What follows belongs to an exercise in optimizing a design on an open flow for small area; a production flow would make more cautious choices.
The RTL was checked by simulation tests, not by an equivalence proof against the original design.
Power and IR drop assume default switching activity.

main:
## cwe_core
module cwe_core (
    input  wire        clk,
    input  wire        rst,             
    input  wire        req_valid,
    output wire        req_ready,
    input  wire [3:0]  req_op,
    input  wire        req_dir,         
    input  wire [31:0] req_a0,
    input  wire [31:0] req_a1,
    output wire        res_valid,
    output wire [3:0]  res_status,
    output reg  [31:0] res_value,
    output wire [31:0] res_x1,
    output wire        res_len8,
    output wire [7:0]  res_terr,
    output wire        t_req_valid,
    output reg  [2:0]  t_req_kind,      
    output reg  [31:0] t_req_word,      
    output reg  [15:0] t_req_len,       
    input  wire        t_ack,
    input  wire        t_err,
    input  wire [7:0]  t_errcode,
    input  wire [31:0] t_rdata,         
    output wire        p_resume_req,    
    input  wire        p_done,
    input  wire        p_ok,
    output wire        p_release,       
    output wire        clk_enable,      
    input  wire        completion,
    input  wire        tick,
    input  wire [31:0] now,
    output reg  [31:0] last_resp,
    output reg  [31:0] last_ts,
    output reg         last_valid,
    output reg         cmode,           
    output wire [2:0]  wstate
);
Size in the first run: ~1200 cells after synthesis, roughly 210 flip-flops.
export LEC_CHECK = 0
export CAP_MARGIN = 10
export CORE_MARGIN = 2
export CORE_UTILIZATION = 30
export CTS_BUF_LIST = sky130_fd_sc_hd__clkbuf_8
export CTS_CLUSTER_DIAMETER = 80
export CTS_CLUSTER_SIZE = 15
export GPL_TIMING_DRIVEN = 0
export SLEW_MARGIN = 10
create_clock -name core_clock -period 10.0 [get_ports {clk}]
standard.sh (not shown) runs the stock make flow with config.mk's settings and CLKGATE_MAP_FILE= SYNTH_SCRIPT=/design/flow/synth_recipe.tcl, a recipe that flattens the netlist after the stock synthesis.
==> flow/flow/run.sh <==
#!/bin/bash
# Standard layout with an area-oriented ABC mapping.
# 2. The same synthesis script again, with ABC's mapping script swapped for
#    flow/abc_area.script and buf_1 for the buffers on pass-through outputs (every other
#    pass unchanged, so the registers are the same).
# 3. If both netlists have the same registers (instance names and cell types), the area
#    netlist replaces the standard one; otherwise the standard one is kept.
# 4. standard.sh lays the netlist out (floorplan to finish) and writes out/final.def, with
#    buf_1 as the port buffer.
# Each tool's full output goes to a log file in this folder (and ORFS's own logs under orfs/logs).
set -euo pipefail
W=$(pwd)
F=$W/flow
R=$W/orfs/results/$FLOW_PLATFORM/cwe_core/base

bash standard.sh synth > "$W/std_synth.log" 2>&1
cp "$R/1_2_yosys.v" "$W/std_1_2_yosys.v"

{
  cat <<TCL
proc abc {args} {
  set i [lsearch -exact \$args -script]
  if {\$i >= 0} { set args [lreplace \$args \$i [expr {\$i + 1}]] }
  yosys abc -script $F/abc_area.script {*}\$args
}
TCL
  cat "$W/synth_recipe.tcl"
} > "$W/area_synth.tcl"

use_area=0
if make -C "$FLOW_HOME" DESIGN_CONFIG="$W/config.mk" WORK_HOME="$W/orfs" CLKGATE_MAP_FILE= \
     SYNTH_SCRIPT="$W/area_synth.tcl" MIN_BUF_CELL_AND_PORTS="sky130_fd_sc_hd__buf_1 A X" \
     do-yosys > "$W/area_synth.log" 2>&1; then
  # registers: cell instances with a clock (or latch gate) pin
  regs() {
    awk '/^[ \t]*sky130_fd_sc_hd__/ {cell=$1; name=$2; clk=0}
         /\.(CLK|CLK_N|GATE|GATE_N)\(/ {clk=1}
         /\);/ {if (cell != "" && clk) print cell, name; cell=""}' "$1" | sort
  }
  regs "$W/std_1_2_yosys.v" > "$W/regs_std.txt"
  regs "$R/1_2_yosys.v" > "$W/regs_area.txt"
  if [[ -s "$W/regs_std.txt" ]] && cmp -s "$W/regs_std.txt" "$W/regs_area.txt"; then
    use_area=1
  fi
fi
if [[ $use_area == 1 ]]; then
  echo "area netlist used" > "$W/netlist_choice.log"
else
  echo "standard netlist used" > "$W/netlist_choice.log"
  cp "$W/std_1_2_yosys.v" "$R/1_2_yosys.v"
fi
cp "$W/std_synth.log" "$W/orfs/logs/$FLOW_PLATFORM/cwe_core/base/1_2_yosys_std.log" 2>/dev/null || true

# every input and output port gets a buffer, as in the standard flow; the buffer is the
# platform's smallest one (buf_1) instead of the 10 um2 delay buffer buffer_ports picks by itself
# clock tree: clkbuf_8 in clusters of up to 15 sinks within 80 um, without the dummy loads CTS
# adds to balance leaf loads
export BUFFER_PORTS_ARGS="-buffer_cell sky130_fd_sc_hd__buf_1"
export CTS_ARGS="-sink_clustering_enable -repair_clock_nets -sink_clustering_size 15 -sink_clustering_max_diameter 80 -buf_list sky130_fd_sc_hd__clkbuf_8 -dont_use_dummy_load"
bash standard.sh > "$W/std_finish.log" 2>&1
Other scripts of this flow, unchanged in this note and not shown: flow/flow/abc_area.script
[inputs] the feature branch vs main
-- flow/config.mk --
<<< main, line 14
export GPL_TIMING_DRIVEN = 0
>>> the feature branch, line 14
Notes after the runs:
main -> the feature branch: number of max-slew violations in the final report flat. Going from main to the feature branch, the power density over the cells was found to have gone up by 2.7 nW/um^2. Cells: the feature branch has fewer instances than main. The feature branch finished end to end and its layout was clean on timing, DRC and antenna.

what the ideal ports hide:
The results above use ideal ports. As a check the final layouts listed here were re-extracted and re-timed, cells and wires unchanged. Step 1, drivers: a clkbuf_16 drives clk and a buf_2 each remaining input, both assumed. Step 2, shift: input delay + t, output delay - t, t = (earliest + latest rising clock arrival at the registers) / 2. This alone moves slack from input paths to output paths. a / b / c = no drivers / after step 1 / after step 2; a / b = the first two.
| run | t (ns) | setup WS [ns] | worst setup path after step 2 | worst data-port slew with drivers (ns) |
|---|---|---|---|---|
| main | 0.588 | 1.859 / 1.809 / 2.397 | register to output | 0.06 |
| the feature branch | 0.583 | 2.588 / 2.543 / 3.126 | register to output | 0.07 |
After both steps every run listed still meets setup and hold.
